From an optimization exercise on the open Yosys and OpenROAD flow, aimed at small area, a short achievable clock period and few clock cycles per item; shortcuts taken in it are not production practice. In this exercise RTL edits were held to simulation tests only and were not proved equivalent to the original.

===== flow/flow/run.sh =====
#!/bin/bash
# The standard layout, run with three changes that leave the clock and
# constraints as they are:
#  - synthesis maps the logic with an area-oriented ABC script (flops and
#    their names come out of Yosys exactly as in the standard synthesis);
#  - plain port buffers;
#  - setup repair aimed well inside the clock period.
# The make output goes to make_flow.log; each ORFS step keeps its own log
# under orfs/logs.
set -euo pipefail
W=$(pwd)
rm -rf "$W/scripts_area"
cp -r "$FLOW_HOME/scripts" "$W/scripts_area"
cat > "$W/scripts_area/abc_area.script" <<'EOA'
strash
dch
amap
EOA
bash standard.sh "SCRIPTS_DIR=$W/scripts_area" "SETUP_SLACK_MARGIN=19" "BUFFER_PORTS_ARGS=-buffer_cell sky130_fd_sc_hd__buf_2" finish > make_flow.log 2>&1

===== flow/standard.sh =====
#!/bin/bash
# synth_recipe.tcl (not shown) runs the flow's synth.tcl, then flattens the netlist and writes it again
# the make line also repeats each setting of config.mk as NAME=value (left out here)
make -C /OpenROAD-flow-scripts/flow DESIGN_CONFIG=/design/flow/config.mk WORK_HOME=/design/flow/orfs CLKGATE_MAP_FILE= SYNTH_SCRIPT=/design/flow/synth_recipe.tcl "${@:-finish}"

===== flow/config.mk =====
export PLATFORM = sky130hd
export DESIGN_NAME = qrow_decoder
export DESIGN_NICKNAME = qrow_decoder
export VERILOG_FILES = /design/flow/design.v
export SDC_FILE = /design/flow/constraint.sdc
export NUM_CORES = 4
export LEC_CHECK = 0
export ABC_AREA = 1
export CAP_MARGIN = 20
export CORE_MARGIN = 2
export CORE_UTILIZATION = 30
export PLACE_DENSITY = 0.35
export SETUP_SLACK_MARGIN = 0.3
export SLEW_MARGIN = 20

===== flow/constraint.sdc =====
create_clock -name core_clock -period 32.0 [get_ports {clk}]
set_input_delay 6.4000 -clock core_clock [delete_from_list [all_inputs] [get_ports {clk}]]
set_output_delay 6.4000 -clock core_clock [all_outputs]
set_load 0.01 [all_outputs]

===== flow/design.v =====
module qrow_decoder (
    input  wire         clk,
    input  wire         rst_n,
    input  wire         in_valid,
    output wire         in_ready,
    input  wire [127:0] in_bits,
    input  wire [7:0]   in_avail,
    output reg          out_valid,
    input  wire         out_ready,
    output wire         out_err,
    output wire [6:0]   out_len,
    output wire         out_is_last,
    output wire         out_is_neighbor,
    output wire [7:0]   out_qrow,
    output wire [15:0]  out_hitmap,
    output wire [63:0]  out_tot
);
    genvar g;
    function automatic [7:0] add8(input [7:0] x, input [7:0] y);
        reg [7:0] gg, pp, gn, pn;
        integer i, d;
        begin
            gg = x & y;
            pp = x ^ y;
            for (d = 1; d < 8; d = d * 2) begin
                gn = gg;
                pn = pp;
                for (i = d; i < 8; i = i + 1) begin
                    gn[i] = gg[i] | (pp[i] & gg[i-d]);
                    pn[i] = pp[i] & pp[i-d];
                end
                gg = gn;
                pp = pn;
            end
            add8 = (x ^ y) ^ {gg[6:0], 1'b0};
        end
    endfunction
    function automatic le8(input [7:0] x, input [7:0] y);
        reg [7:0] gt, eq, gn, en;
        integer i, d;
        begin
            gt = x & ~y;
            eq = ~(x ^ y);
            for (d = 1; d < 8; d = d * 2) begin
                gn = gt;
                en = eq;
                for (i = d; i < 8; i = i + 1) begin
                    gn[i] = gt[i] | (eq[i] & gt[i-d]);
                    en[i] = eq[i] & eq[i-d];
                end
                gt = gn;
                eq = en;
            end
            le8 = ~gt[7];
        end
    endfunction
    function automatic [3:0] pop8(input [7:0] x);
        reg s1, c1, s2, c2, s3, c3, s4, c4, s5, c5, s6, c6;
        begin
            {c1, s1} = x[0] + x[1] + x[2];
            {c2, s2} = x[3] + x[4] + x[5];
            {c3, s3} = x[6] + x[7];
            {c4, s4} = s1 + s2 + s3;             
            {c5, s5} = c1 + c2 + c3;             
            {c6, s6} = s5 + c4;                  
            pop8 = {c5 & c6, c5 ^ c6, s6, s4};
        end
    endfunction
    wire        is_nb = in_bits[126];
    wire [29:0] v;
    generate
        for (g = 0; g < 30; g = g + 1) begin : g_v
            assign v[g] = is_nb ? in_bits[125 - g] : in_bits[117 - g];
        end
    endgenerate
    wire [7:0]  px0, px1;
    wire [3:0]  q0, q1;
    qrow_decoder_quadrow u_r0 (.b(v[15:2]), .px(px0), .l(q0));
    wire [3:0]  l0 = v[0] ? q0 : 4'd0;
    wire [13:0] b1 = v[29:2] >> l0;
    qrow_decoder_quadrow u_r1 (.b(b1), .px(px1), .l(q1));
    wire [3:0]  l1 = v[1] ? q1 : 4'd0;
    wire [15:0] hm = {v[1] ? px1 : 8'd0, v[0] ? px0 : 8'd0};
    wire [3:0]  hc0 = pop8(hm[7:0]);
    wire [7:0]  a4  = add8({4'd0, l0}, {4'd0, !is_nb, 3'd4});      
    wire [7:0]  b4  = add8(a4, {2'd0, hc0, 2'b00});                
    reg [103:0] rb;          
    reg [7:0]   ra;          
    reg [15:0]  h;           
    reg [5:0]   r_a4;        
    reg [6:0]   r_b4;        
    reg [3:0]   rl1;         
    assign in_ready = !out_valid || out_ready;
    wire load = in_valid && (!out_valid || out_ready);
    always @(posedge clk) begin
        if (!rst_n)
            out_valid <= 1'b0;
        else
            out_valid <= in_valid || (out_valid && !out_ready);
    end
    integer i;
    always @(posedge clk) begin
        if (load) begin
            for (i = 0; i < 104; i = i + 1)
                rb[i] <= in_bits[127 - i];
            ra  <= in_avail;
            h   <= hm;
            r_a4 <= a4[5:0];
            r_b4 <= b4[6:0];
            rl1 <= l1;
        end
    end
    wire [7:0]  u0 = add8({2'd0, r_a4}, {4'd0, rl1});    
    wire [7:0]  u1 = add8({1'd0, r_b4}, {4'd0, rl1});    
    wire [62:0] x5 = {rb[62:40], u0[5] ? rb[71:32] : rb[39:0]};
    wire [46:0] x4 = u0[4] ? x5[62:16] : x5[46:0];
    wire [38:0] x3 = u0[3] ? x4[46:8]  : x4[38:0];
    wire [34:0] x2 = u0[2] ? x3[38:4]  : x3[34:0];
    wire [32:0] x1 = u0[1] ? x2[34:2]  : x2[32:0];
    wire [31:0] t0 = u0[0] ? x1[32:1]  : x1[31:0];
    wire [94:0] y6 = {rb[94:40], u1[6] ? rb[103:64] : rb[39:0]};
    wire [62:0] y5 = u1[5] ? y6[94:32] : y6[62:0];
    wire [46:0] y4 = u1[4] ? y5[62:16] : y5[46:0];
    wire [38:0] y3 = u1[3] ? y4[46:8]  : y4[38:0];
    wire [34:0] y2 = u1[2] ? y3[38:4]  : y3[34:0];
    wire [32:0] y1 = u1[1] ? y2[34:2]  : y2[32:0];
    wire [31:0] t1 = u1[0] ? y1[32:1]  : y1[31:0];
    wire [3:0]  c1  = pop8(h[15:8]);
    wire [7:0]  len = add8(u1, {2'd0, c1, 2'b00});
    wire        ok  = le8(len, ra);
    wire [15:0] hit = ok ? h : 16'd0;
    assign out_err         = !ok;
    assign out_len         = ok ? len[6:0] : 7'd0;
    assign out_is_last     = ok & rb[0];
    assign out_is_neighbor = ok & rb[1];
    assign out_qrow        = (ok & !rb[1]) ? {rb[2], rb[3], rb[4], rb[5], rb[6], rb[7], rb[8], rb[9]} : 8'd0;
    assign out_hitmap      = hit;
    wire [31:0] rr [0:1];
    assign rr[0] = t0;
    assign rr[1] = t1;
    wire [63:0] n;                   
    generate
        for (g = 0; g < 2; g = g + 1) begin : g_row
            wire [7:0]  m   = h[8*g +: 8];
            wire [2:0]  cq  = (m[0] + m[1]) + (m[2] + m[3]);
            wire [15:0] q0  = rr[g][15:0];
            wire [15:0] q1  = rr[g][31:0] >> {cq, 2'b00};
            wire [31:0] qq  = {q1, q0};
            genvar hq;
            for (hq = 0; hq < 2; hq = hq + 1) begin : g_quad
                wire [3:0]  mq = m[4*hq +: 4];
                wire [15:0] s  = qq[16*hq +: 16];
                wire [7:0]  p0 = s[7:0];
                wire [7:0]  p1 = (mq[0] & mq[1]) ? s[15:8] : (mq[0] | mq[1]) ? s[11:4] : s[7:0];
                wire [15:0] pp = {p1, p0};
                genvar e;
                for (e = 0; e < 2; e = e + 1) begin : g_pair
                    wire [7:0] u = pp[8*e +: 8];
                    wire       a = mq[2*e];
                    assign n[32*g + 16*hq + 8*e +: 4]     = u[3:0];
                    assign n[32*g + 16*hq + 8*e + 4 +: 4] = a ? u[7:4] : u[3:0];
                end
            end
        end
        for (g = 0; g < 16; g = g + 1) begin : g_tot
            assign out_tot[4*g + 3] = hit[g] & n[4*g + 0];
            assign out_tot[4*g + 2] = hit[g] & n[4*g + 1];
            assign out_tot[4*g + 1] = hit[g] & n[4*g + 2];
            assign out_tot[4*g + 0] = hit[g] & n[4*g + 3];
        end
    endgenerate
endmodule
module qrow_decoder_quadrow (
    input  wire [13:0] b,
    output wire [7:0]  px,
    output wire [3:0]  l
);
    wire [15:0] bb = {2'b00, b};
    reg  [15:0] p [1:7];     
    reg  [1:0]  m [1:6];     
    integer j, k;
    always @* begin
        for (k = 1; k <= 7; k = k + 1) p[k] = 16'd0;
        p[1][2] = 1'b1;
        for (k = 1; k < 7; k = k + 1)
            for (j = 3; j < 16; j = j + 1)
                p[k+1][j] = (p[k][j-1] & ~bb[j-1]) | (p[k][j-2] & bb[j-2]);
        for (k = 1; k <= 6; k = k + 1) begin
            m[k][1] = |(p[k] & bb);
            m[k][0] = ~m[k][1] | |(p[k][14:0] & bb[15:1]);
        end
    end
    wire       qa = b[0], qb = b[1];
    wire [1:0] pa = qa ? m[1] : 2'b00;
    wire [1:0] pb = qb ? (qa ? m[2] : m[1]) : 2'b00;
    wire [3:0] pr = {pb[0], pb[1], pa[0], pa[1]};     
    reg  [7:0]  sel;
    reg  [7:0]  x;
    reg  [15:0] pe;
    integer t, i;
    always @* begin
        sel = 8'd0;
        sel[1] = ~qa & ~qb; sel[2] = qa ^ qb; sel[3] = qa & qb;
        x = 8'd0;
        for (t = 0; t < 4; t = t + 1) begin
            for (i = 1; i <= 6; i = i + 1) begin
                x[2*t]     = x[2*t]     | (pr[t] & sel[i] & m[i][1]);
                x[2*t + 1] = x[2*t + 1] | (pr[t] & sel[i] & m[i][0]);
            end
            if (pr[t]) sel = {sel[6:0], 1'b0};
        end
        pe = 16'd0;
        for (i = 1; i <= 7; i = i + 1)
            if (sel[i]) pe = pe | p[i];
    end
    assign px = x;
    assign l = {|pe[15:8],
                |{pe[15:12], pe[7:4]},
                |{pe[15:14], pe[11:10], pe[7:6], pe[3:2]},
                |{pe[15], pe[13], pe[11], pe[9], pe[7], pe[5], pe[3], pe[1]}};
endmodule

==> results of run 1 <==
==> path summary, 6_finish.rpt <==
kind	start	endpoint	slack, ns
worst max-delay path	out_ready	in_ready	18.83
worst max register to register	out_valid	ra[4]	29.64
worst min-delay path	out_valid	out_valid	0.77
worst min register to register	out_valid	out_valid	0.77
==> tightest hold or removal path, delay by kind of cell (launching register included) <==
kind / cells / cell delay [ns]
flops: 1 / 0.34
simple gates: 1 / 0.16
buf+inv: 1 / 0.13
compound gates: 1 / 0.11
==> flip-flops by register name (all words and copies together), names as in the netlist <==
signal / flops
out_valid: 1
h: 16
rb: 104
rl1: 4
r_b4: 7
ra: 8
r_a4: 3
==> area by class of cell <==
class / count / area [um2] / share of cell area
clock buffer: 17 / 425 / 0.0223
clock inverter: 15 / 163 / 0.00851
inverter: 147 / 619 / 0.0324
multi-input combinational: 1591 / 10900 / 0.570
sequential: 143 / 4280 / 0.224
tap: 664 / 831 / 0.0435
timing repair buffer: 303 / 1870 / 0.0977
timing repair inverter: 3 / 23.8 / 0.00124
==> what timing repair did <==
action / 4_1_cts / 5_1_grt
gates resized for setup: 80 / 101
cloned: 3 / 3
buffers inserted: 23 / 33
endpoints found under the hold margin: 0 / 0
setup endpoints to repair: 26 / 33
pin swaps: 14 / 23
==> cells in the mapped netlist, types with 24 or more instances <==
cell	instances
o22a_1	264
nor2_1	364
clkinv_1	147
o21ai_0	91
a31oi_1	24
o221ai_1	32
nand2_1	84
nor3_1	28
edfxtp_1	142
o32ai_1	48
o22ai_1	226
ha_1	38
nor2b_1	48
a21oi_1	143
or2_0	27
==> cells by family (layout without fill, tap and decap cells) <==
logic type,count (synthesis),after routing,share of synthesized area
AO/OA/AOI/OAI,950,952,0.456
adder cells (fa/ha/maj),52,52,0.0507
buffers and inverters,147,485,0.0370
flip-flops,143,143,0.288
AND/OR/NAND/NOR,587,587,0.169
==> routing by layer <==
| layer | vias to the layer above | routed length [um] | track usage | share of wire |
|---|---|---|---|---|
| met5 | - | 0 | 0 | 0 |
| met4 | 0 | 2600 | 0.101 | 0.037 |
| met3 | 92 | 3150 | 0.0308 | 0.045 |
| met2 | 561 | 33200 | 0.444 | 0.48 |
| met1 | 8451 | 30900 | 0.350 | 0.44 |
| li1 | 8323 | - | - | - |
==> flow_metrics.env, run 1 <==
export IMPL_status="no timing/DRC/antenna violations"
export IMPL_root_buffer="clkbuf_16"
export IMPL_skew_ns=0.0324
export IMPL_layout_common_cells="nor2_1 (340), o22a_1 (263), buf_2 (212)"
export IMPL_rows=81
export IMPL_drive_above_1_share=0.217
export IMPL_critPathLaunchType="input pin"
export IMPL_wl_per_cell_um=24.2
export IMPL_worst_slack_ns=18.83
export IMPL_yosysWarningCount=4
export IMPL_port_buffers=215
export IMPL_layout_cell_area_non_filler_um2=19100
export IMPL_gp_congestion=0.944
export IMPL_cts_htree_levels=4
export IMPL_synth_top_area_frac=0.286
export IMPL_fp_coreArea_um2=49000
export IMPL_drc=0
export IMPL_placed_cell_area_um2=17300
export IMPL_n_fill_cell=5150
export IMPL_rsz0062_at_grt="true"
export IMPL_vias=17400
export IMPL_cts_sinks=143
export IMPL_period_minus_slack_ns=13.17
export IMPL_synthFlopType="edfxtp_1"
export IMPL_grt_first_pass_wirelength_mm=102
export IMPL_tightest_slew_ns=1.13
export IMPL_utilization=0.390
export IMPL_initial_core_util=0.304
export IMPL_setup_viol_count_final=0
export IMPL_grt_max_degree=77
export IMPL_slowest_stage="nor2b_4"
export IMPL_final_antenna_net_count=0
export IMPL_synth_edf_count=142
export IMPL_io_pins=240
export IMPL_ys_seq_area_frac=0.288
export IMPL_nets=2398
export IMPL_crit_arrival_ns=6.77
export IMPL_vias_per_cell=6.04
export IMPL_yosysUniqueCellTypes=45
export IMPL_synth_seq_cells=143
export IMPL_path_buf_inv=3
export IMPL_final_common_cell="nor2_1"
export IMPL_dp_hpwl_mm=53.5
export IMPL_die_y_um=227
export IMPL_syn_nets=2071
export IMPL_grt_usage=0.266
export IMPL_cts_buffers_inserted=17
export IMPL_routed_wl_mm=69.9
export IMPL_cp_cell_sequence="buf_8 -> nor2b_4 -> clkinv_2 -> buf_6"
export IMPL_placedCellCount=2789
export IMPL_max_cap_viol_count=0
export IMPL_hold_class="reg2reg"
export IMPL_slew_viol_final=0
export IMPL_netlist_top_cells_area="edfxtp_1 (29%), o22a_1 (16%), o22ai_1 (9.5%)"
export IMPL_hold_buffers=0
export IMPL_critPathCaptureType="output pin"
export IMPL_area_growth_pct=28.3
export IMPL_slew_headroom=0.243
export IMPL_clk_path_buf_depth=2
export IMPL_initialDrtViolationCount=1427
export IMPL_place_ws_ns=15.65
export IMPL_overflow=0
export IMPL_n_antenna_cell=0
export IMPL_die_x_um=227
export IMPL_die_area_um2=51400
export IMPL_syn_avg_cell_area_um2=7.93
export IMPL_synth_largest_area_cell="edfxtp_1"
export IMPL_critPathMaxStageDelay_ns=0.11
export IMPL_critPathKind="in2out"
export IMPL_max_freq_mhz=75.9
export IMPL_holdPathStages=3
export IMPL_async_flop_share=0
export IMPL_antenna_found_initial=0
export IMPL_layout_cells_non_filler=2883
export IMPL_first_pass_iters=6
export IMPL_cts_tree="yes"
export IMPL_crit_family="buffers and inverters"
export IMPL_rr_worst_depth=4
export IMPL_holdWs_ns=0.768
export IMPL_clk_latency_ns=0.47
export IMPL_syn_cell_area_um2=14900
export IMPL_fin_crit_sh=0.412
export IMPL_cp_required_ns=25.60
export IMPL_cp_max_fo=2
export IMPL_worst_path_stages=4
export IMPL_setup_tns_ns=0
export IMPL_synth_cells=1879
export IMPL_clk_pin_slew_ns=0.07
export IMPL_grt_pass1_vias=16300
export IMPL_hold_viol=0
Testbench counts, summed over its fixed seeds: cycles 24,008, items 24,000.
==> run 2: changes to the inputs <==
--- a/flow/flow/run.sh
+++ b/flow/flow/run.sh
@@ -16,4 +16,4 @@
 dch
 amap
 EOA
-bash standard.sh "SCRIPTS_DIR=$W/scripts_area" "SETUP_SLACK_MARGIN=19" "BUFFER_PORTS_ARGS=-buffer_cell sky130_fd_sc_hd__buf_2" finish > make_flow.log 2>&1
+bash standard.sh "SCRIPTS_DIR=$W/scripts_area" "SETUP_SLACK_MARGIN=18.8" "BUFFER_PORTS_ARGS=-buffer_cell sky130_fd_sc_hd__buf_1" finish > make_flow.log 2>&1
==> run 2 against run 1 <==
Compared with the run above: still clean on timing, DRC and antenna; sequential share of layout area grew 0.68 points; sequential cell count did not move; synthesized cell count unchanged; critical path depth unchanged.
==> flow_metrics.env, run 2 <==
export IMPL_status="no timing/DRC/antenna violations"
export IMPL_synth_edf_count=142
export IMPL_initial_core_util=0.304
export IMPL_cts_tree="yes"
export IMPL_holdPathStages=3
export IMPL_clk_path_buf_depth=2
export IMPL_synth_cells=1879
export IMPL_tightest_slew_ns=0.941
export IMPL_critPathLaunchType="input pin"
export IMPL_utilization=0.379
export IMPL_async_flop_share=0
export IMPL_synth_seq_cells=143
export IMPL_grt_usage=0.264
export IMPL_syn_cell_area_um2=14900
export IMPL_final_common_cell="nor2_1"
export IMPL_critPathLaunch="out_ready"
export IMPL_cp_max_fo=2
export IMPL_max_freq_mhz=75.9
export IMPL_cts_sinks=143
export IMPL_ys_seq_area_frac=0.288
export IMPL_skew_ns=0.0103
export IMPL_port_buffers=215
export IMPL_rrSetupSlack_ns=29.81
export IMPL_largest_register="rb"
export IMPL_period_minus_slack_ns=13.17
export IMPL_yosysUniqueCellTypes=45
export IMPL_holdWs_ns=0.770
export IMPL_drive_above_1_share=0.105
export IMPL_synth_largest_area_cell="edfxtp_1"
export IMPL_syn_avg_cell_area_um2=7.93
export IMPL_gp_congestion=0.922
export IMPL_netlist_top_cells_area="edfxtp_1 (29%), o22a_1 (16%), o22ai_1 (9.5%)"
export IMPL_path_buf_inv=3
export IMPL_nets=2390
export IMPL_hold_buffers=0
export IMPL_clk_pin_slew_ns=0.07
export IMPL_fin_crit_sh=0.412
export IMPL_die_area_um2=51400
export IMPL_yosysMostFrequentCell="nor2_1"
export IMPL_hold_viol=0
export IMPL_multi_input_area_um2=10700
export IMPL_top_regs="rb x104, h x16, ra x8"
export IMPL_hold_class="reg2reg"
export IMPL_rsz0062_at_grt="true"
export IMPL_critPathMaxStageDelay_ns=0.14
export IMPL_grt_max_degree=77
export IMPL_first_pass_iters=5
export IMPL_vias_per_cell=6.06
export IMPL_io_pins=240
export IMPL_area_growth_pct=24.6
export IMPL_worst_hold_path_endpoint="out_valid"
export IMPL_rows=81
export IMPL_timing_rr_end="ra[2]"
export IMPL_n_fill_cell=5190
export IMPL_slew_viol_final=0
export IMPL_grt_pass1_vias=16100
export IMPL_root_buffer="clkbuf_16"
export IMPL_slew_headroom=0.372
export IMPL_dp_hpwl_mm=53.0
export IMPL_cts_htree_levels=4
export IMPL_antenna_found_initial=2
export IMPL_largest_register_ff_count=104
export IMPL_syn_nets=2071
export IMPL_grt_first_pass_wirelength_mm=102
export IMPL_overflow=0
export IMPL_cts_buffers_inserted=17
export IMPL_cp_required_ns=25.60
export IMPL_n_antenna_cell=0
export IMPL_critPathKind="in2out"
export IMPL_synthFlopType="edfxtp_1"
export IMPL_vias=17400
export IMPL_synth_common_cells="nor2_1 (364), o22a_1 (264), o22ai_1 (226)"
export IMPL_setup_viol_count_final=0
export IMPL_rr_worst_depth=4
export IMPL_setup_tns_ns=0
export IMPL_max_cap_viol_count=0
export IMPL_die_x_um=227
export IMPL_hp_start="out_valid"
export IMPL_clk_latency_ns=0.46
export IMPL_wl_per_cell_um=24.1
export IMPL_initialDrtViolationCount=1694
export IMPL_critPathCaptureType="output pin"
export IMPL_slowest_stage="nor2b_2"
export IMPL_layout_common_cells="nor2_1 (346), o22a_1 (264), buf_1 (213)"
export IMPL_crit_arrival_ns=6.77
export IMPL_yosysWarningCount=4
export IMPL_drc=0
export IMPL_r2r_start="out_valid"
export IMPL_cp_cell_sequence="buf_1 -> nor2b_2 -> inv_2 -> buf_6"
export IMPL_regArea_um2=4280
export IMPL_crit_family="buffers and inverters"
export IMPL_die_y_um=227
export IMPL_final_antenna_net_count=0
export IMPL_routed_wl_mm=69.3
export IMPL_fp_coreArea_um2=49000
export IMPL_synth_top_area_frac=0.286
## run 2: cell counts after synthesis
No cell type changed its count.
## run 2: layout make-up
| type | count | share of cell area |
|---|---|---|
| flip-flops and latches | 143 | 0.231 |
| repair buffers | 295 | 0.0807 |
| clock buffers | 18 | 0.0231 |
| repair inverters | 3 | 0.000877 |
| inverters | 147 | 0.0326 |
| clock inverters | 14 | 0.00803 |
| multi-input cells | 1591 | 0.579 |
| well taps | 664 | 0.0448 |
## run 2: layer usage
layer,GRT usage,up-vias,wire length (um)
met4,0.0796,0,1770
met2,0.454,561,33900
li1,-,8324,-
met1,0.349,8464,30700
met5,0,-,0
met3,0.0233,67,2920
## run 2: timing repair
item	in CTS	in global routing
cloned	4	2
resized for setup	79	66
pin swaps	12	16
setup buffers	22	23
setup endpoints to repair	25	44
## run 2: logic make-up (layout without fill, tap and decap cells)
group,Yosys count,in the layout,synth area share
AOI/OAI and AO/OA,950,952,0.456
and+or+nand+nor,587,587,0.169
adders and majority gates,52,52,0.0507
DFF,143,143,0.288
buffers and inverters,147,477,0.0370
## run 2: how the worst max path moves through the flow
stage                     depth (start not counted)       end
after detailed placement                         37     h[15]
after global placement                           31     h[11]
final                                             4  in_ready
after floorplan                                  34    rl1[1]
after global routing                             36    rl1[2]
after CTS                                        38     h[15]
## run 2: per-stage QoR
stage	area [um2]	std cells	setup slack (ns)
floorplan	15000	1879	18.81
global placement	17000	2792	15.70
detailed placement	17000	2792	15.75
CTS	18100	2850	18.76
global route	18600	2875	18.75
finish	18600	2875	18.83
## run 2: worst min-delay path, stage by stage, from the launching register on
cell and delay [ns]:
dfxtp_1 0.33, nor2b_2 0.17, buf_4 0.14, o21a_1 0.10
==> run 3: changes to the inputs <==
--- a/flow/flow/run.sh
+++ b/flow/flow/run.sh
@@ -16,4 +16,4 @@
 dch
 amap
 EOA
-bash standard.sh "SCRIPTS_DIR=$W/scripts_area" "SETUP_SLACK_MARGIN=18.8" "BUFFER_PORTS_ARGS=-buffer_cell sky130_fd_sc_hd__buf_1" finish > make_flow.log 2>&1
+bash standard.sh "SCRIPTS_DIR=$W/scripts_area" "SETUP_SLACK_MARGIN=18" "BUFFER_PORTS_ARGS=-buffer_cell sky130_fd_sc_hd__buf_2" finish > make_flow.log 2>&1
==> run 3 against run 2 <==
Compared with the run above: synthesized cell count stayed put; critical endpoint is now h[13]; critical path depth increased by 29; maximum frequency decreased by 3.0%; cell area decreased by 1.1%; die area unchanged; register-to-register slack better by 0.05 ns; still clean on timing, DRC and antenna; sequential cell count unchanged; global-route usage increased by 0.42 points; count of clock-buffer cells in the layout shrank 1; sequential share of layout area is 0.26 points higher; synthesized area stayed put.
==> flow_metrics.env, run 3 <==
export IMPL_status="no timing/DRC/antenna violations"
export IMPL_grt_usage=0.268
export IMPL_setup_viol_count_final=0
export IMPL_grt_first_pass_wirelength_mm=102
export IMPL_die_y_um=227
export IMPL_tightest_slew_ns=0.961
export IMPL_syn_avg_cell_area_um2=7.93
export IMPL_layout_common_cells="nor2_1 (352), o22a_1 (264), o22ai_1 (217)"
export IMPL_cts_buffers_inserted=17
export IMPL_area_growth_pct=23.2
export IMPL_async_flop_share=0
export IMPL_fin_crit_sh=0.425
export IMPL_first_pass_iters=8
export IMPL_muxShareOfSynthArea=0
export IMPL_max_freq_mhz=73.6
export IMPL_critPathMaxStageDelay_ns=0.58
export IMPL_clk_latency_ns=0.48
export IMPL_syn_cell_area_um2=14900
export IMPL_synth_edf_count=142
export IMPL_die_area_um2=51400
export IMPL_dp_hpwl_mm=54.1
export IMPL_yosysMostFrequentCell="nor2_1"
export IMPL_critPathKind="in2reg"
export IMPL_synth_simple_area_share=0.169
export IMPL_synth_common_cells="nor2_1 (364), o22a_1 (264), o22ai_1 (226)"
export IMPL_hp_start="out_valid"
export IMPL_setup_tns_ns=0
export IMPL_root_buffer="clkbuf_16"
export IMPL_cts_htree_levels=4
export IMPL_period_minus_slack_ns=13.59
export IMPL_initialDrtViolationCount=1600
export IMPL_hold_viol=0
export IMPL_largest_register="rb"
export IMPL_rsz0062_at_grt="false"
export IMPL_antenna_found_initial=1
export IMPL_synth_compound_area_frac=0.456
export IMPL_clk_pin_slew_ns=0.07
export IMPL_skew_ns=0.0118
export IMPL_timing_rr_end="ra[0]"
export IMPL_synth_fa_ha_area_frac=0.0507
export IMPL_slew_headroom=0.359
export IMPL_critPathLaunchType="input pin"
export IMPL_slew_viol_final=0
export IMPL_synth_seq_cells=143
export IMPL_place_ws_ns=14.66
export IMPL_netlist_top_cells_area="edfxtp_1 (29%), o22a_1 (16%), o22ai_1 (9.5%)"
export IMPL_worst_slack_ns=18.41
export IMPL_vias=17300
export IMPL_port_buffers=215
export IMPL_clk_path_buf_depth=2
export IMPL_rr_worst_depth=3
export IMPL_utilization=0.375
export IMPL_critPathLaunch="in_bits[126]"
export IMPL_synthFlopType="edfxtp_1"
export IMPL_slowest_stage="or4_4"
export IMPL_synth_cells=1879
export IMPL_cp_required_ns=32.25
export IMPL_cts_sinks=143
export IMPL_grt_pass1_vias=16100
export IMPL_drc=0
export IMPL_yosysUniqueCellTypes=45
export IMPL_die_x_um=227
export IMPL_n_antenna_cell=0
export IMPL_n_fill_cell=5147
export IMPL_nets=2356
export IMPL_final_common_cell="nor2_1"
export IMPL_top_regs="rb x104, h x16, ra x8"
export IMPL_gp_congestion=0.900
export IMPL_hold_class="reg2reg"
export IMPL_cp_max_fo=32
export IMPL_vias_per_cell=6.09
export IMPL_rrSetupSlack_ns=29.86
export IMPL_yosysWarningCount=4
export IMPL_synth_largest_area_cell="edfxtp_1"
export IMPL_max_cap_viol_count=0
export IMPL_wl_per_cell_um=24.6
export IMPL_rows=81
export IMPL_final_antenna_net_count=0
export IMPL_ys_seq_area_frac=0.288
export IMPL_routed_wl_mm=69.8
export IMPL_io_pins=240
export IMPL_initial_core_util=0.304
export IMPL_r2r_start="out_valid"
export IMPL_largest_register_ff_count=104
export IMPL_synth_top_family_by_area="compound AO/OA/AOI/OAI gates"
export IMPL_drive_above_1_share=0.174
export IMPL_fp_coreArea_um2=49000
export IMPL_grt_max_degree=77
export IMPL_crit_arrival_ns=13.84
export IMPL_critPathCaptureType="register"
export IMPL_yosys_area_share_xor_xnor=0
export IMPL_syn_nets=2071
export IMPL_holdPathStages=2
export IMPL_overflow=0
export IMPL_cts_tree="yes"
export IMPL_worst_hold_path_endpoint="out_valid"
export IMPL_synth_top_area_frac=0.286
==> run 3: changes by cell type in the layout (fill, tap and decap cells not counted), sizes merged <==
cell	change
clkinv	-2
buf	-28
bufinv	+1
clkbuf	-4
clkinvlp	+3
inv	-4
==> run 3: what timing repair did <==
action | in CTS | in global routing
setup endpoints to repair | 12 | 18
setup buffers | 5 | 8
resized for setup | 43 | 41
hold buffers | 0 | 0
pin swaps | 6 | 4
gates cloned | 2 | 0
==> run 3: cell type report <==
cell class,instances,area (um2),share of cell area
multi-input cells,1591,10600,0.577
inverters,147,588,0.0320
flip-flops and latches,143,4280,0.233
repair buffers,264,1470,0.0800
clock inverters,15,171,0.00934
well taps,664,831,0.0453
clock buffers,17,425,0.0232
==> run 3: cells by family (layout without fill, tap and decap cells) <==
kind of cell / count (synthesis) / after routing
flops: 143 / 143
compound gates: 950 / 952
simple gates: 587 / 587
fa+ha+maj: 52 / 52
buf+inv: 147 / 443
==> run 3: worst max-delay path, delay by kind of cell <==
kind	cells	cell delay, ns
buf+inv	11	1.91
compound gates	13	2.68
simple gates	9	2.77
==> run 3: worst max-delay path by stage <==
stage	slack [ns]	end	cells after the start
finish	18.41	h[13]	33
CTS	18.01	h[15]	37
global placement	14.42	h[15]	38
detailed placement	14.66	h[15]	38
floorplan	18.05	out_tot[30]	19
global route	17.97	h[15]	35
==> run 3: layer usage <==
| metal | vias up | part of all wire | track usage |
|---|---|---|---|
| met5 | - | 0 | 0 |
| li1 | 8238 | - | - |
| met1 | 8455 | 0.45 | 0.353 |
| met4 | 0 | 0.039 | 0.115 |
| met3 | 106 | 0.039 | 0.0267 |
| met2 | 503 | 0.48 | 0.445 |
==> run 3: per-stage QoR <==
step           cell area, um2  hold WS, ns  cells
2_1_floorplan           15000        0.672   1879
3_3_place_gp            17200        0.672   2794
3_5_place_dp            17200        0.683   2794
4_1_cts                 18100        0.693   2833
5_1_grt                 18300        0.725   2841
6_report                18300        0.695   2841
==> run 4: changes to the inputs <==
--- a/flow/flow/run.sh
+++ b/flow/flow/run.sh
@@ -16,4 +16,4 @@
 dch
 amap
 EOA
-bash standard.sh "SCRIPTS_DIR=$W/scripts_area" "SETUP_SLACK_MARGIN=18" "BUFFER_PORTS_ARGS=-buffer_cell sky130_fd_sc_hd__buf_2" finish > make_flow.log 2>&1
+bash standard.sh "SCRIPTS_DIR=$W/scripts_area" "SETUP_SLACK_MARGIN=19" "BUFFER_PORTS_ARGS=-buffer_cell sky130_fd_sc_hd__buf_1" finish > make_flow.log 2>&1
--- a/flow/config.mk
+++ b/flow/config.mk
@@ -8,7 +8,9 @@
 export ABC_AREA = 1
 export CAP_MARGIN = 20
 export CORE_MARGIN = 2
-export CORE_UTILIZATION = 30
-export PLACE_DENSITY = 0.35
+export CORE_UTILIZATION = 50
+export CTS_BUF_LIST = sky130_fd_sc_hd__clkbuf_8
+export CTS_CLUSTER_SIZE = 40
+export PLACE_DENSITY = 0.6
 export SETUP_SLACK_MARGIN = 0.3
 export SLEW_MARGIN = 20
==> run 4 against run 3 <==
Compared with the run above: still clean; clock skew is 0.0089 ns higher; hold slack better by 0.059 ns; critical path type is now in2out; critical endpoint is now in_ready; largest cell class unchanged; highest routed layer unchanged.
==> flow_metrics.env, run 4 <==
export IMPL_fin_crit_sh=0.412
export IMPL_die_y_um=177
export IMPL_regArea_um2=4280
export IMPL_io_pins=240
export IMPL_rr_worst_depth=5
export IMPL_setup_viol_count_final=0
export IMPL_cts_htree_levels=4
export IMPL_n_fill_cell=2670
export IMPL_layout_cell_area_non_filler_um2=18200
export IMPL_clk_path_buf_depth=2
export IMPL_initialDrtViolationCount=2655
export IMPL_critPathKind="in2out"
export IMPL_hp_start="out_valid"
export IMPL_grt_max_degree=77
export IMPL_slowest_stage="nor2b_4"
export IMPL_clk_pin_slew_ns=0.10
export IMPL_hold_viol=0
export IMPL_initial_core_util=0.505
export IMPL_root_buffer="clkbuf_8"
export IMPL_period_minus_slack_ns=13.18
export IMPL_antenna_found_initial=1
export IMPL_path_buf_inv=3
export IMPL_multi_input_area_um2=10800
export IMPL_cp_max_fo=2
export IMPL_hold_buffers=0
export IMPL_cp_required_ns=25.60
export IMPL_grt_pass1_vias=16000
export IMPL_synth_largest_area_cell="edfxtp_1"
export IMPL_clk_latency_ns=0.49
export IMPL_tightest_slew_ns=0.992
export IMPL_netlist_top_cells_area="edfxtp_1 (29%), o22a_1 (16%), o22ai_1 (9.5%)"
export IMPL_syn_avg_cell_area_um2=7.93
export IMPL_nets=2390
export IMPL_drc=0
export IMPL_die_x_um=177
export IMPL_dp_hpwl_mm=44.0
export IMPL_worst_hold_path_endpoint="out_valid"
export IMPL_vias=18100
export IMPL_layout_common_cells="nor2_1 (343), o22a_1 (264), buf_1 (212)"
export IMPL_synthFlopType="edfxtp_1"
export IMPL_status="no timing/DRC/antenna violations"
export IMPL_yosysMostFrequentCell="nor2_1"
export IMPL_wl_per_cell_um=23.1
export IMPL_syn_cell_area_um2=14900
export IMPL_crit_arrival_ns=6.78
export IMPL_critPathCaptureType="output pin"
export IMPL_skew_ns=0.0208
export IMPL_vias_per_cell=6.94
export IMPL_synth_edf_count=142
export IMPL_cts_tree="yes"
export IMPL_ys_seq_area_frac=0.288
export IMPL_fp_coreArea_um2=29500
export IMPL_first_pass_iters=8
export IMPL_r2r_start="out_valid"
export IMPL_rrSetupSlack_ns=29.37
export IMPL_crit_family="buffers and inverters"
export IMPL_placed_cell_area_um2=16600
export IMPL_holdPathStages=3
export IMPL_critPathLaunchType="input pin"
export IMPL_area_growth_pct=22.0
export IMPL_grt_first_pass_wirelength_mm=89.8
export IMPL_synth_common_cells="nor2_1 (364), o22a_1 (264), o22ai_1 (226)"
export IMPL_routed_wl_mm=60.1
export IMPL_synth_top_area_frac=0.286
export IMPL_final_common_cell="nor2_1"
export IMPL_overflow=0
export IMPL_rows=63
export IMPL_max_cap_viol_count=0
export IMPL_max_freq_mhz=75.8
export IMPL_yosysUniqueCellTypes=45
export IMPL_crit_top_cell="buf_6"
export IMPL_yosysWarningCount=4
export IMPL_drive_above_1_share=0.114
export IMPL_die_area_um2=31200
export IMPL_async_flop_share=0
export IMPL_cts_sinks=143
export IMPL_largest_register_ff_count=104
export IMPL_worst_slack_ns=18.82
export IMPL_final_antenna_net_count=0
export IMPL_slew_headroom=0.338
export IMPL_hold_class="reg2reg"
export IMPL_critPathMaxStageDelay_ns=0.12
export IMPL_rsz0062_at_grt="true"
export IMPL_cp_cell_sequence="buf_6 -> nor2b_4 -> clkinv_2 -> buf_6"
export IMPL_synth_seq_cells=143
export IMPL_gp_congestion=1.01
export IMPL_utilization=0.616
export IMPL_cts_buffers_inserted=17
export IMPL_port_buffers=215
export IMPL_largest_register="rb"
export IMPL_setup_tns_ns=0
export IMPL_syn_nets=2071
export IMPL_place_ws_ns=16.18
export IMPL_synth_cells=1879
export IMPL_slew_viol_final=0
export IMPL_timing_rr_end="rb[40]"
export IMPL_grt_usage=0.369
export IMPL_top_regs="rb x104, h x16, ra x8"
## run 4: cell types whose count changed in the layout (fill, tap and decap cells not counted), sizes merged
cell,change
buf,+29
inv,+9
clkinv,-7
diode,+1
clkbuf,+3
## run 4: worst max-delay path by stage
stage            startpoint        to  slack [ns]  cells past startpoint
2_1_floorplan     out_ready  in_ready       19.00                      2
3_3_place_gp   in_bits[126]     h[15]       16.09                     37
3_5_place_dp   in_bits[126]     h[15]       16.18                     33
4_1_cts           out_ready  in_ready       18.83                      4
5_1_grt           out_ready  in_ready       18.79                      4
6_report          out_ready  in_ready       18.82                      4
## run 4: stage by stage
stage / hold WS [ns] / cells
floorplan: 0.657 / 1879
global placement: 0.627 / 2514
detailed placement: 0.643 / 2514
CTS: 0.747 / 2568
global route: 0.796 / 2602
finish: 0.754 / 2602
## run 4: cells by family (layout without fill, tap and decap cells)
group,after synthesis,after routing,synth area share
buffers and inverters,147,477,0.0370
other,0,1,0
DFF,143,143,0.288
AOI/OAI and AO/OA,950,952,0.456
and+or+nand+nor,587,587,0.169
adders and majority gates,52,52,0.0507
## run 4: what timing repair did
item,4_1_cts,5_1_grt
setup endpoints to repair,17,42
pin swaps,13,19
resized for setup,89,83
buffers inserted,19,31
gates cloned,3,2
## run 4: area by class of cell
type / instances / share of cell area
tap: 390 / 0.0269
timing repair inverter: 2 / 0.000689
multi-input combinational: 1591 / 0.595
sequential: 143 / 0.236
inverter: 147 / 0.0342
timing repair buffer: 296 / 0.0835
clock inverter: 15 / 0.0106
clock buffer: 17 / 0.0129
antenna: 1 / 0.000138
## run 4: tightest hold or removal path, stage by stage (launching register included)
cell     delay (ns)
dfxtp_1        0.34
nor2b_4        0.16
buf_4          0.13
o21a_1         0.10
## run 4: routing by layer
metal	part of all wire	wire length [um]	global-route usage	vias to the layer above
li1	-	-	-	8297
met1	0.39	23400	0.475	8473
met2	0.47	28200	0.611	1078
met3	0.086	5180	0.0469	222
met4	0.055	3330	0.181	0
met5	0	0	0	-
==> run 5: changes to the inputs <==
--- a/flow/flow/run.sh
+++ b/flow/flow/run.sh
@@ -13,6 +13,9 @@
 cp -r "$FLOW_HOME/scripts" "$W/scripts_area"
 cat > "$W/scripts_area/abc_area.script" <<'EOA'
 strash
+&get -n
+&deepsyn -T 60
+&put
 dch
 amap
 EOA
==> run 5 against run 4 <==
Compared with the run above: cell count is 1.7% higher; setup slack worse by 0.0044 ns; maximum frequency barely moved; first-iteration DRC count up 10%; global-route usage increased by 0.70 points; hold slack better by 0.12 ns; sequential share of layout area up 0.89 points; clock skew fell by 0.013 ns; core utilization down 0.14 points; critical endpoint unchanged.
==> flow_metrics.env, run 5 <==
export IMPL_n_antenna_cell=0
export IMPL_io_pins=240
export IMPL_first_pass_iters=12
export IMPL_synth_seq_cells=143
export IMPL_die_x_um=173
export IMPL_cts_tree="yes"
export IMPL_initial_core_util=0.504
export IMPL_synth_top_area_frac=0.297
export IMPL_critPathMaxStageDelay_ns=0.12
export IMPL_async_flop_share=0
export IMPL_syn_nets=2122
export IMPL_fp_coreArea_um2=28500
export IMPL_root_buffer="clkbuf_8"
export IMPL_synthFlopType="edfxtp_1"
export IMPL_fin_crit_sh=0.412
export IMPL_clk_pin_slew_ns=0.09
export IMPL_cts_sinks=143
export IMPL_hold_buffers=0
export IMPL_skew_ns=0.00784
export IMPL_overflow=0
export IMPL_top_regs="rb x104, h x16, ra x8"
export IMPL_grt_max_degree=84
export IMPL_cp_required_ns=25.60
export IMPL_clk_latency_ns=0.47
export IMPL_path_buf_inv=3
export IMPL_synth_largest_area_cell="edfxtp_1"
export IMPL_yosysMostFrequentCell="nor2_1"
export IMPL_initialDrtViolationCount=2924
export IMPL_synth_cells=1930
export IMPL_slowest_stage="nor2b_4"
export IMPL_cp_max_fo=2
export IMPL_ys_seq_area_frac=0.299
export IMPL_max_cap_viol_count=0
export IMPL_rsz0062_at_grt="true"
export IMPL_drive_above_1_share=0.114
export IMPL_max_freq_mhz=75.8
export IMPL_crit_family="buffers and inverters"
export IMPL_cp_cell_sequence="buf_6 -> nor2b_4 -> clkinv_2 -> buf_6"
export IMPL_critPathLaunch="out_ready"
export IMPL_grt_usage=0.376
export IMPL_wl_per_cell_um=22.6
export IMPL_rows=62
export IMPL_n_fill_cell=2657
export IMPL_layout_common_cells="nor2_1 (388), o22ai_1 (317), buf_1 (212)"
export IMPL_grt_pass1_vias=16100
export IMPL_period_minus_slack_ns=13.19
export IMPL_critPathLaunchType="input pin"
export IMPL_rrSetupSlack_ns=29.21
export IMPL_status="no timing/DRC/antenna violations"
export IMPL_holdPathStages=4
export IMPL_clk_path_buf_depth=2
export IMPL_final_common_cell="nor2_1"
export IMPL_syn_cell_area_um2=14400
export IMPL_nets=2440
export IMPL_hold_class="reg2reg"
export IMPL_drc=0
export IMPL_die_y_um=173
export IMPL_yosysUniqueCellTypes=47
export IMPL_syn_avg_cell_area_um2=7.44
export IMPL_vias=18100
export IMPL_rr_worst_depth=6
export IMPL_hp_start="out_valid"
export IMPL_yosysWarningCount=4
export IMPL_utilization=0.615
export IMPL_cts_buffers_inserted=17
export IMPL_gp_congestion=1.03
export IMPL_cts_htree_levels=4
export IMPL_die_area_um2=30100
export IMPL_crit_top_cell="buf_6"
export IMPL_largest_register_ff_count=104
export IMPL_tightest_slew_ns=1.06
export IMPL_slew_viol_final=0
export IMPL_antenna_found_initial=0
export IMPL_largest_register="rb"
export IMPL_vias_per_cell=6.86
export IMPL_synth_common_cells="nor2_1 (409), o22ai_1 (335), clkinv_1 (200)"
export IMPL_critPathCaptureType="output pin"
export IMPL_grt_first_pass_wirelength_mm=89.3
export IMPL_setup_viol_count_final=0
export IMPL_setup_tns_ns=0
export IMPL_hold_viol=0
export IMPL_crit_arrival_ns=6.79
export IMPL_dp_hpwl_mm=44.2
export IMPL_routed_wl_mm=59.7
export IMPL_synth_edf_count=142
export IMPL_critPathKind="in2out"
export IMPL_netlist_top_cells_area="edfxtp_1 (30%), o22ai_1 (15%), nor2_1 (11%)"
export IMPL_final_antenna_net_count=0
export IMPL_r2r_start="out_valid"
export IMPL_port_buffers=215
export IMPL_area_growth_pct=22.0
export IMPL_slew_headroom=0.293
export IMPL_worst_path_stages=4
export IMPL_layout_cells_non_filler=2645
export IMPL_placedCellCount=2558
==> run 5: cell type report <==
class / instances / area (um2) / share of cell area
Inverter: 200 / 836 / 0.0478
Sequential cell: 143 / 4280 / 0.245
Clock inverter: 15 / 161 / 0.00922
Timing Repair inverter: 1 / 5.00 / 0.000286
Tap cell: 384 / 480 / 0.0275
Timing Repair Buffer: 296 / 1490 / 0.0853
Multi-Input combinational cell: 1589 / 10000 / 0.572
Clock buffer: 17 / 234 / 0.0134
==> run 5: worst reg2reg max path: cells and delay by family (launching register included) <==
kind          cells  cell delay [ns]
flops             1             0.33
buf+inv           4             1.80
simple gates      2             0.24
==> run 5: final timing paths <==
kind,to
worst max-delay path,in_ready
worst min register to register,out_valid
worst max register to register,rb[91]
worst min-delay path,out_valid
==> run 5: timing repair <==
| item | 4_1_cts | 5_1_grt |
|---|---|---|
| resized for setup | 96 | 85 |
| pin swaps | 14 | 17 |
| gates cloned | 3 | 1 |
| setup endpoints to repair | 43 | 29 |
| buffers inserted | 19 | 32 |
==> run 5: stage by stage <==
step | setup slack (ns) | cell area, um2 | hold slack, ns
after floorplan | 19.00 | 14400 | 0.657
after global placement | 16.15 | 16000 | 0.628
after detailed placement | 16.22 | 16000 | 0.641
after CTS | 18.82 | 17000 | 0.748
after global routing | 18.79 | 17500 | 0.885
final | 18.81 | 17500 | 0.877
==> run 5: cell families (layout without fill, tap and decap cells) <==
| logic type | count (synthesis) | after routing | share of synthesized area |
|---|---|---|---|
| compound gates | 851 | 851 | 0.399 |
| fa+ha+maj | 52 | 52 | 0.0527 |
| buf+inv | 200 | 529 | 0.0523 |
| flops | 143 | 143 | 0.299 |
| simple gates | 684 | 686 | 0.198 |
==> run 5: per-layer routing <==
metal  GRT usage  vias up  part of all wire
li1            -     8313                 -
met1       0.482     8307              0.37
met2       0.615     1272              0.45
met3      0.0638      247              0.11
met4       0.185        0             0.062
met5           0        -                 0
==> run 6: changes to the inputs <==
--- a/flow/config.mk
+++ b/flow/config.mk
@@ -6,11 +6,11 @@
 export NUM_CORES = 4
 export LEC_CHECK = 0
 export ABC_AREA = 1
-export CAP_MARGIN = 20
+export CAP_MARGIN = 0
 export CORE_MARGIN = 2
 export CORE_UTILIZATION = 50
 export CTS_BUF_LIST = sky130_fd_sc_hd__clkbuf_8
 export CTS_CLUSTER_SIZE = 40
 export PLACE_DENSITY = 0.6
 export SETUP_SLACK_MARGIN = 0.3
-export SLEW_MARGIN = 20
+export SLEW_MARGIN = 0
==> run 6 against run 5 <==
Compared with the run above: critical path depth stayed put; synthesized area unchanged; maximum frequency is essentially flat; critical endpoint unchanged; die area is the same; highest routed layer unchanged; first-iteration DRC count shrank 0.82%; clock skew hardly changed; setup slack lost 0.00090 ns; non-clock buffer count did not move; via count shrank 0.12%; synthesized cell count unchanged.
==> flow_metrics.env, run 6 <==
export IMPL_status="no timing/DRC/antenna violations"
export IMPL_cts_buffers_inserted=17
export IMPL_root_buffer="clkbuf_8"
export IMPL_rsz0062_at_grt="true"
export IMPL_vias_per_cell=6.85
export IMPL_cts_sinks=143
export IMPL_antenna_found_initial=0
export IMPL_tightest_slew_ns=1.06
export IMPL_synth_top_area_frac=0.297
export IMPL_grt_usage=0.376
export IMPL_slew_headroom=0.296
export IMPL_n_fill_cell=2655
export IMPL_worst_hold_path_endpoint="out_valid"
export IMPL_synthFlopType="edfxtp_1"
export IMPL_critPathKind="in2out"
export IMPL_syn_avg_cell_area_um2=7.44
export IMPL_layout_cells_non_filler=2645
export IMPL_synth_cells=1930
export IMPL_crit_arrival_ns=6.79
export IMPL_die_x_um=173
export IMPL_setup_tns_ns=0
export IMPL_synth_seq_cells=143
export IMPL_synth_common_cells="nor2_1 (409), o22ai_1 (335), clkinv_1 (200)"
export IMPL_yosysWarningCount=4
export IMPL_initial_core_util=0.504
export IMPL_rows=62
export IMPL_port_buffers=215
export IMPL_nets=2440
export IMPL_syn_cell_area_um2=14400
export IMPL_final_antenna_net_count=0
export IMPL_synth_fa_ha_area_frac=0.0527
export IMPL_holdPathStages=4
export IMPL_rr_worst_depth=6
export IMPL_drc=0
export IMPL_initialDrtViolationCount=2900
export IMPL_die_y_um=173
export IMPL_setup_viol_count_final=0
export IMPL_yosysMostFrequentCell="nor2_1"
export IMPL_synth_largest_area_cell="edfxtp_1"
export IMPL_hold_viol=0
export IMPL_async_flop_share=0
export IMPL_synth_compound_area_frac=0.399
export IMPL_drive_above_1_share=0.114
export IMPL_fin_crit_sh=0.412
export IMPL_slew_viol_final=0
export IMPL_r2r_start="out_valid"
export IMPL_skew_ns=0.00800
export IMPL_final_common_cell="nor2_1"
export IMPL_wl_per_cell_um=22.5
export IMPL_max_cap_viol_count=0
export IMPL_muxShareOfSynthArea=0
export IMPL_max_freq_mhz=75.8
export IMPL_area_growth_pct=22.0
export IMPL_hold_class="reg2reg"
export IMPL_grt_max_degree=84
export IMPL_top_regs="rb x104, h x16, ra x8"
export IMPL_netlist_top_cells_area="edfxtp_1 (30%), o22ai_1 (15%), nor2_1 (11%)"
export IMPL_routed_wl_mm=59.5
export IMPL_cp_max_fo=2
export IMPL_die_area_um2=30100
export IMPL_synth_simple_area_share=0.198
export IMPL_vias=18100
export IMPL_gp_congestion=1.03
export IMPL_cp_required_ns=25.60
export IMPL_critPathCaptureType="output pin"
export IMPL_placedCellCount=2558
export IMPL_syn_nets=2122
export IMPL_rrSetupSlack_ns=29.21
export IMPL_largest_register="rb"
export IMPL_clk_path_buf_depth=2
export IMPL_grt_pass1_vias=16100
export IMPL_synth_top_family_by_area="compound AO/OA/AOI/OAI gates"
export IMPL_critPathLaunchType="input pin"
export IMPL_first_pass_iters=11
export IMPL_io_pins=240
export IMPL_period_minus_slack_ns=13.19
export IMPL_hp_start="out_valid"
export IMPL_overflow=0
export IMPL_n_antenna_cell=0
export IMPL_grt_first_pass_wirelength_mm=89.3
export IMPL_hold_buffers=0
export IMPL_cts_tree="yes"
export IMPL_ys_seq_area_frac=0.299
export IMPL_layout_common_cells="nor2_1 (388), o22ai_1 (317), buf_1 (212)"
export IMPL_synth_edf_count=142
export IMPL_timing_rr_end="rb[91]"
export IMPL_clk_latency_ns=0.46
export IMPL_dp_hpwl_mm=44.2
export IMPL_clk_pin_slew_ns=0.09
export IMPL_fp_coreArea_um2=28500
export IMPL_cts_htree_levels=4
export IMPL_largest_register_ff_count=104
export IMPL_yosys_area_share_xor_xnor=0
export IMPL_yosysUniqueCellTypes=47
## run 6: changes by cell type in the layout (fill, tap and decap cells not counted)
cell / before / now
a2111oi_0: 8 / 9
a2111oi_1: 2 / 1
## run 6: layer usage
layer / GRT usage / up-vias / share of wire
li1: - / 8313 / -
met1: 0.482 / 8328 / 0.38
met2: 0.615 / 1238 / 0.46
met3: 0.0638 / 238 / 0.10
met4: 0.185 / 0 / 0.061
met5: 0 / - / 0
## run 6: stage by stage
stage	utilization	hold slack, ns	setup slack (ns)	cell area [um2]
final	0.615	0.879	18.81	17500
after global placement	0.561	0.628	16.15	16000
after detailed placement	0.561	0.641	16.22	16000
after global routing	0.615	0.885	18.79	17500
after CTS	0.596	0.748	18.82	17000
after floorplan	-	0.657	19.00	14400
## run 6: worst max path at each step
stage	start	to	slack, ns	cells after the start
after detailed placement	in_bits[126]	h[13]	16.22	37
after global routing	out_ready	in_ready	18.79	4
after CTS	out_ready	in_ready	18.82	4
after global placement	in_bits[126]	h[13]	16.15	37
final	out_ready	in_ready	18.81	4
after floorplan	out_ready	in_ready	19.00	2
## run 6: logic make-up (layout without fill, tap and decap cells)
logic type / count (synthesis) / after routing
fa+ha+maj: 52 / 52
flops: 143 / 143
buf+inv: 200 / 529
compound gates: 851 / 851
simple gates: 684 / 686
## run 6: cell type report
type	instances	area (um2)	share of cell area
Clock buffer	17	234	0.0134
Clock inverter	15	161	0.00922
Inverter	200	836	0.0478
Multi-Input combinational cell	1589	10000	0.572
Sequential cell	143	4280	0.245
Tap cell	384	480	0.0275
Timing Repair Buffer	296	1490	0.0853
Timing Repair inverter	1	5.00	0.000286
## run 6: repair_timing
action / CTS / global route
gates resized for setup: 96 / 85
pin swaps: 14 / 17
cloned: 3 / 1
setup endpoints to repair: 43 / 29
buffers inserted: 19 / 32
## run 6: critical path, stage by stage
cell and delay (ns):
buf_6 0.10, nor2b_4 0.12, clkinv_2 0.06, buf_6 0.11
==> run 7: changes to the inputs <==
--- a/flow/design.v
+++ b/flow/design.v
@@ -74,16 +74,17 @@
         end
     endgenerate
     wire [7:0]  px0, px1;
-    wire [3:0]  q0, q1;
-    qrow_decoder_quadrow u_r0 (.b(v[15:2]), .px(px0), .l(q0));
-    wire [3:0]  l0 = v[0] ? q0 : 4'd0;
-    wire [13:0] b1 = v[29:2] >> l0;
-    qrow_decoder_quadrow u_r1 (.b(b1), .px(px1), .l(q1));
-    wire [3:0]  l1 = v[1] ? q1 : 4'd0;
+    wire [3:0]  ql0, ql1;
+    qrow_decoder_quadrow u_r0 (.b(v[15:2]), .px(px0), .l(ql0));
+    wire [3:0]  l0 = v[0] ? ql0 : 4'd0;
+    wire [27:0] b1s = v[29:2] >> l0;
+    wire [13:0] b1 = b1s[13:0];
+    qrow_decoder_quadrow u_r1 (.b(b1), .px(px1), .l(ql1));
+    wire [3:0]  l1 = v[1] ? ql1 : 4'd0;
     wire [15:0] hm = {v[1] ? px1 : 8'd0, v[0] ? px0 : 8'd0};
     wire [3:0]  hc0 = pop8(hm[7:0]);
-    wire [7:0]  a4  = add8({4'd0, l0}, {4'd0, !is_nb, 3'd4});      
-    wire [7:0]  b4  = add8(a4, {2'd0, hc0, 2'b00});                
+    wire [7:0]  a4  = add8({4'd0, l0}, {4'd0, !is_nb, 3'd4});
+    wire [7:0]  b4  = add8(a4, {2'd0, hc0, 2'b00});
     reg [103:0] rb;          
     reg [7:0]   ra;          
     reg [15:0]  h;           
@@ -103,11 +104,11 @@
         if (load) begin
             for (i = 0; i < 104; i = i + 1)
                 rb[i] <= in_bits[127 - i];
-            ra  <= in_avail;
-            h   <= hm;
+            ra   <= in_avail;
+            h    <= hm;
             r_a4 <= a4[5:0];
             r_b4 <= b4[6:0];
-            rl1 <= l1;
+            rl1  <= l1;
         end
     end
     wire [7:0]  u0 = add8({2'd0, r_a4}, {4'd0, rl1});    
--- a/flow/config.mk
+++ b/flow/config.mk
@@ -6,11 +6,11 @@
 export NUM_CORES = 4
 export LEC_CHECK = 0
 export ABC_AREA = 1
-export CAP_MARGIN = 0
+export CAP_MARGIN = 20
 export CORE_MARGIN = 2
 export CORE_UTILIZATION = 50
 export CTS_BUF_LIST = sky130_fd_sc_hd__clkbuf_8
 export CTS_CLUSTER_SIZE = 40
 export PLACE_DENSITY = 0.6
 export SETUP_SLACK_MARGIN = 0.3
-export SLEW_MARGIN = 0
+export SLEW_MARGIN = 20
==> run 7 against run 6 <==
Compared with the run above: first-iteration DRC count increased by 0.83%; critical path depth unchanged; via count increased by 0.12%; maximum frequency about the same; synthesized cell count unchanged; sequential share of layout area about the same; sequential cell count unchanged; critical endpoint unchanged.
==> flow_metrics.env, run 7 <==
export IMPL_status="no timing/DRC/antenna violations"
export IMPL_synth_cells=1930
export IMPL_netlist_top_cells_area="edfxtp_1 (30%), o22ai_1 (15%), nor2_1 (11%)"
export IMPL_syn_avg_cell_area_um2=7.44
export IMPL_rows=62
export IMPL_synth_compound_area_frac=0.399
export IMPL_hp_start="out_valid"
export IMPL_die_x_um=173
export IMPL_first_pass_iters=12
export IMPL_wl_per_cell_um=22.6
export IMPL_largest_register="rb"
export IMPL_hold_viol=0
export IMPL_max_cap_viol_count=0
export IMPL_regArea_um2=4280
export IMPL_io_pins=240
export IMPL_n_fill_cell=2657
export IMPL_grt_max_degree=84
export IMPL_initialDrtViolationCount=2924
export IMPL_clk_pin_slew_ns=0.09
export IMPL_cp_max_fo=2
export IMPL_rrSetupSlack_ns=29.21
export IMPL_routed_wl_mm=59.7
export IMPL_dp_hpwl_mm=44.2
export IMPL_slew_viol_final=0
export IMPL_die_y_um=173
export IMPL_cp_cell_sequence="buf_6 -> nor2b_4 -> clkinv_2 -> buf_6"
export IMPL_synth_common_cells="nor2_1 (409), o22ai_1 (335), clkinv_1 (200)"
export IMPL_drc=0
export IMPL_hold_buffers=0
export IMPL_synth_top_area_frac=0.297
export IMPL_final_common_cell="nor2_1"
export IMPL_n_antenna_cell=0
export IMPL_vias_per_cell=6.86
export IMPL_fp_coreArea_um2=28500
export IMPL_cts_htree_levels=4
export IMPL_clk_path_buf_depth=2
export IMPL_clk_latency_ns=0.47
export IMPL_r2r_start="out_valid"
export IMPL_period_minus_slack_ns=13.19
export IMPL_cts_buffers_inserted=17
export IMPL_largest_register_ff_count=104
export IMPL_critPathKind="in2out"
export IMPL_setup_tns_ns=0
export IMPL_nets=2440
export IMPL_drive_above_1_share=0.114
export IMPL_yosysWarningCount=4
export IMPL_initial_core_util=0.504
export IMPL_worst_slack_ns=18.81
export IMPL_critPathCaptureType="output pin"
export IMPL_synthFlopType="edfxtp_1"
export IMPL_fin_crit_sh=0.412
export IMPL_layout_common_cells="nor2_1 (388), o22ai_1 (317), buf_1 (212)"
export IMPL_yosys_area_share_xor_xnor=0
export IMPL_gp_congestion=1.03
export IMPL_max_freq_mhz=75.8
export IMPL_synth_largest_area_cell="edfxtp_1"
export IMPL_async_flop_share=0
export IMPL_grt_first_pass_wirelength_mm=89.3
export IMPL_synth_seq_cells=143
export IMPL_setup_viol_count_final=0
export IMPL_port_buffers=215
export IMPL_crit_top_cell="buf_6"
export IMPL_multi_input_area_um2=10000
export IMPL_rr_worst_depth=6
export IMPL_tightest_slew_ns=1.06
export IMPL_ys_seq_area_frac=0.299
export IMPL_cts_sinks=143
export IMPL_synth_simple_area_share=0.198
export IMPL_holdPathStages=4
export IMPL_utilization=0.615
export IMPL_area_growth_pct=22.0
export IMPL_overflow=0
export IMPL_syn_cell_area_um2=14400
export IMPL_final_antenna_net_count=0
export IMPL_grt_pass1_vias=16100
export IMPL_crit_family="buffers and inverters"
export IMPL_crit_arrival_ns=6.79
export IMPL_die_area_um2=30100
export IMPL_critPathMaxStageDelay_ns=0.12
export IMPL_muxShareOfSynthArea=0
export IMPL_root_buffer="clkbuf_8"
export IMPL_timing_rr_end="rb[91]"
export IMPL_grt_usage=0.376
export IMPL_top_regs="rb x104, h x16, ra x8"
export IMPL_vias=18100
export IMPL_yosysUniqueCellTypes=47
export IMPL_synth_fa_ha_area_frac=0.0527
export IMPL_slowest_stage="nor2b_4"
export IMPL_hold_class="reg2reg"
export IMPL_yosysMostFrequentCell="nor2_1"
export IMPL_syn_nets=2122
export IMPL_place_ws_ns=16.22
export IMPL_synth_edf_count=142
export IMPL_synth_top_family_by_area="compound AO/OA/AOI/OAI gates"
export IMPL_worst_hold_path_endpoint="out_valid"
export IMPL_rsz0062_at_grt="true"
export IMPL_antenna_found_initial=0
export IMPL_cp_required_ns=25.60
export IMPL_critPathLaunchType="input pin"
export IMPL_skew_ns=0.00784
export IMPL_path_buf_inv=3
export IMPL_slew_headroom=0.293
export IMPL_cts_tree="yes"
run 7: what timing repair did:
item / in CTS / in global routing
setup buffers: 19 / 32
hold endpoints to repair: 0 / 0
resized for setup: 96 / 85
pin swaps: 14 / 17
endpoints found under the setup margin: 43 / 29
cloned: 3 / 1
run 7: metrics by stage:
| step | hold WS (ns) | instances | instance area, um2 |
|---|---|---|---|
| final | 0.877 | 2645 | 17500 |
| after detailed placement | 0.641 | 2558 | 16000 |
| after global placement | 0.628 | 2558 | 16000 |
| after global routing | 0.885 | 2645 | 17500 |
| after floorplan | 0.657 | 1930 | 14400 |
| after CTS | 0.748 | 2612 | 17000 |
run 7: worst register-to-register path, cell delays in order (launching register included):
cell     delay (ns)
dfxtp_1        0.33
nor2b_4        0.13
buf_4          0.12
buf_4          0.14
nor2b_4        0.11
buf_4          0.61
buf_4          0.93
run 7: logic make-up (layout without fill, tap and decap cells):
group	count (synthesis)	count (layout)
AO/OA/AOI/OAI	851	851
adder cells (fa/ha/maj)	52	52
buffers and inverters	200	529
flip-flops	143	143
AND/OR/NAND/NOR	684	686
run 7: routing by layer:
| layer | GRT usage | share of wire | wire length (um) | up-vias |
|---|---|---|---|---|
| li1 | - | - | - | 8313 |
| met1 | 0.482 | 0.37 | 22300 | 8307 |
| met2 | 0.615 | 0.45 | 27100 | 1272 |
| met3 | 0.0638 | 0.11 | 6500 | 247 |
| met4 | 0.185 | 0.062 | 3720 | 0 |
| met5 | 0 | 0 | 0 | - |
run 7: how the worst max path moves through the flow:
stage                  from       end  cells past startpoint
2_1_floorplan     out_ready  in_ready                      2
3_3_place_gp   in_bits[126]     h[13]                     37
3_5_place_dp   in_bits[126]     h[13]                     37
4_1_cts           out_ready  in_ready                      4
5_1_grt           out_ready  in_ready                      4
6_report          out_ready  in_ready                      4
run 7: layout make-up:
type | count | share of cell area
clock buffer | 17 | 0.0134
multi-input combinational | 1589 | 0.572
timing repair buffer | 296 | 0.0853
timing repair inverter | 1 | 0.000286
sequential | 143 | 0.245
clock inverter | 15 | 0.00922
tap | 384 | 0.0275
inverter | 200 | 0.0478
Testbench counts of run 7, summed over its fixed seeds: cycles 24,008, items 24,000.

-- port drivers added, routing unchanged --
How much do the figures lean on ideal ports? The routed layouts below were timed once more, with nothing changed but the port constraints. Step 1 (the two cells are an assumption about what drives the block):
set clk [get_ports {clk}]
set_driving_cell -lib_cell sky130_fd_sc_hd__clkbuf_16 $clk
set_driving_cell -lib_cell sky130_fd_sc_hd__buf_2 [delete_from_list [all_inputs] $clk]
Step 2 adds t to the input delays and takes it off the output delays; t is the mean of the earliest and latest rising clock arrival at the registers after step 1. Input paths then give back, and output paths get back, about the clock's delay inside the block. Three values: ideal ports, drivers, drivers and shift; two values: the first two.
| run | t, ns | setup slack, ns | slew at the worst register clock pin (ns) | worst data-port slew with drivers (ns) | pins driven straight from the clock port |
|---|---|---|---|---|---|
| run 1 | 0.516 | 18.826 / 18.786 / 18.668 | 0.08 / 0.08 | 0.16 | 1 |
| run 2 | 0.510 | 18.826 / 18.805 / 18.461 | 0.08 / 0.08 | 0.07 | 1 |
| run 3 | 0.530 | 18.413 / 18.452 / 17.922 | 0.08 / 0.08 | 0.05 | 1 |
| run 4 | 0.525 | 18.816 / 18.778 / 18.698 | 0.10 / 0.10 | 0.07 | 1 |
| run 5 | 0.516 | 18.811 / 18.776 / 18.733 | 0.09 / 0.09 | 0.04 | 1 |
| run 6 | 0.514 | 18.810 / 18.775 / 18.743 | 0.10 / 0.10 | 0.04 | 1 |
| run 7 | 0.516 | 18.811 / 18.776 / 18.733 | 0.09 / 0.09 | 0.04 | 1 |
After both steps setup and hold are still met in every run listed. The setup slack of run 3, which loses most, moves by +0.039 ns with the drivers and by -0.491 ns with both steps.
